From an optimization exercise on the open Yosys and OpenROAD flow, aimed at a short achievable clock period and few clock cycles; shortcuts taken in it are not production practice. The RTL was checked by simulation tests, not by an equivalence proof against the original design. Power figures rest on the tool's default switching activity, not on a simulated workload.

## flow/design.v (module list and top-level ports; edited modules follow where they fit)
// module mt_engine: 346 lines
// module mt_bound: 27 lines
// module mt_sample: 57 lines
// module mt_step_c1: 2677 lines
// module mt_step_c2: 2698 lines
// module mt_mul_c1: 847 lines
// module mt_mul_c2: 868 lines
module mt_engine (
    input  wire        clk,
    input  wire        rst,
    input  wire        wr_en,
    input  wire [12:0] wr_addr,
    input  wire [31:0] wr_data,
    input  wire [12:0] rd_addr,
    output reg  [31:0] rd_data,
    output wire        busy
);
  // ...
==> flow/flow/run.sh <==
#!/bin/bash
set -euo pipefail
bash standard.sh SETUP_SLACK_MARGIN=6.0 TNS_END_PERCENT=100 finish > flow_make.log 2>&1
==> flow/standard.sh <==
#!/bin/bash
# synth_recipe.tcl (not shown) runs the flow's synth.tcl, then flattens the netlist and writes it again
# the make line also repeats each setting of config.mk as NAME=value (left out here)
make -C /OpenROAD-flow-scripts/flow DESIGN_CONFIG=/design/flow/config.mk WORK_HOME=/design/flow/orfs CLKGATE_MAP_FILE= SYNTH_SCRIPT=/design/flow/synth_recipe.tcl "${@:-finish}"
==> flow/config.mk <==
export PLATFORM = sky130hd
export DESIGN_NAME = mt_engine
export DESIGN_NICKNAME = mt_engine
export VERILOG_FILES = /design/flow/design.v
export SDC_FILE = /design/flow/constraint.sdc
export NUM_CORES = 8
export LEC_CHECK = 0
export ABC_CLOCK_PERIOD_IN_PS = 5000
export CAP_MARGIN = 20
export CORE_MARGIN = 2
export CORE_UTILIZATION = 55
export SLEW_MARGIN = 20
==> flow/constraint.sdc <==
create_clock -name core_clock -period 12.0 [get_ports {clk}]
set_input_delay 2.4000 -clock core_clock [delete_from_list [all_inputs] [get_ports {clk}]]
set_output_delay 2.4000 -clock core_clock [all_outputs]
set_load 0.01 [all_outputs]
==> results.json, run 1 <==
{
  "synth-adder-area-share_pct": 3.98,
  "yosys.area_share.xor_xnor_pct": 2.76,
  "portBuffers": 93,
  "synth_top_area_share_pct": 74.3,
  "ios": 94,
  "stop_error": "[ERROR DPL-0033] detailed placement checks failed during check placement.",
  "synth_top_family_by_area": "compound AO/OA/AOI/OAI gates",
  "synth_most_common_cell": "edfxtp_1",
  "die_w_mm": 1.23,
  "failing_step": "3_5_place_dp",
  "synthTopCellsByCount": "20.3k x edfxtp_1, 3201 x nand2_1, 2832 x nor2_1, 2751 x a21oi_1, 2246 x ha_1",
  "synth_cell_type_count": 121,
  "start_util_pct": 55.2,
  "synth_compound_area_share_pct": 7.77,
  "synthTopCellsByArea": "edfxtp_1 74%, ha_1 3.4%, xnor2_1 1.9%",
  "async_reset_ff_share_pct": 0,
  "synth.avg_cell_area_um2": 16.2,
  "yosys_warnings": 15,
  "fp.dieH_mm": 1.23,
  "synth_edf_count": 20300,
  "status": "aborted with a tool error",
  "place_hpwl_mm": 2950,
  "ys_seq_area_share_pct": 76.0,
  "yosys.area.top_type": "edfxtp_1",
  "synth-main-ff-cell": "edfxtp_1",
  "place_congestion": 1.16,
  "synthMuxAreaShare_pct": 2.69,
  "syn-num-nets": 53000,
  "syn_inst": 50700,
  "synth-seq-cells": 21000,
  "synth_area_um2": 821000,
  "num_rows": 448,
  "yosys.area_share.simple_pct": 5.20
}
Testbench counts, summed over its fixed seeds: cycles 47,384.
==> inputs of run 2 (changes only) <==
--- a/flow/config.mk
+++ b/flow/config.mk
@@ -9,4 +9,4 @@
 export CAP_MARGIN = 20
 export CORE_MARGIN = 2
-export CORE_UTILIZATION = 55
+export CORE_UTILIZATION = 45
 export SLEW_MARGIN = 20
==> run 2 against run 1 <==
Compared with the run above:
- the run again fails in 3_5_place_dp
- synthesized cell count unchanged
- area after synthesis unchanged
==> results.json, run 2 <==
{
  "place_congestion": 1.14,
  "synth_edf_count": 20300,
  "failing_step": "3_5_place_dp",
  "async_reset_ff_share_pct": 0,
  "yosys.area.top_type": "edfxtp_1",
  "die_w_mm": 1.35,
  "synth.avg_cell_area_um2": 16.2,
  "synth_most_common_cell": "edfxtp_1",
  "start_util_pct": 45.1,
  "syn-num-nets": 53000,
  "num_rows": 496,
  "synth-main-ff-cell": "edfxtp_1",
  "syn_inst": 50700,
  "portBuffers": 93,
  "synth_top_area_share_pct": 74.3,
  "place_hpwl_mm": 2420,
  "yosys_warnings": 15,
  "ys_seq_area_share_pct": 76.0,
  "synth-seq-cells": 21000,
  "synthTopCellsByCount": "20.3k x edfxtp_1, 3201 x nand2_1, 2832 x nor2_1, 2751 x a21oi_1, 2246 x ha_1",
  "synthTopCellsByArea": "edfxtp_1 74%, ha_1 3.4%, xnor2_1 1.9%",
  "stop_error": "[ERROR DPL-0033] detailed placement checks failed during check placement.",
  "synth_area_um2": 821000,
  "status": "aborted with a tool error",
  "synth_cell_type_count": 121,
  "ios": 94,
  "fp.dieH_mm": 1.35
}
[run 2: cell counts after synthesis]
No cell type changed its count.
[run 2: power groups by stage]
stage | Combinational, mW | Sequential [mW] | Clock, mW
floorplan | 204 | 81.5 | 0
global placement | 235 | 81.6 | 0
[run 2: worst max-delay path by stage]
stage	from	endpoint	slack (ns)	cells after the start
2_1_floorplan	seeding$_SDFFE_PP0P_	R[100][0]$_DFFE_PN_	-68.29	5
3_3_place_gp	wr_addr[2]	bi_sh[0]$_DFF_P_	-0.35	34
[run 2: cells by family after synthesis]
group	after synthesis	share of synthesized area, %
buffers and inverters	3478	1.61
muxes	1797	2.69
DFF	21000	76.0
AOI/OAI and AO/OA	9880	7.77
and+or+nand+nor	9393	5.20
xor gates and xnor gates	2434	2.76
other	1	0.000457
adders and majority gates	2685	3.98
[run 2: per-stage QoR]
stage	setup WS [ns]	hold WS [ns]
after global placement	-0.349	0.400
after floorplan	-68.29	0.400
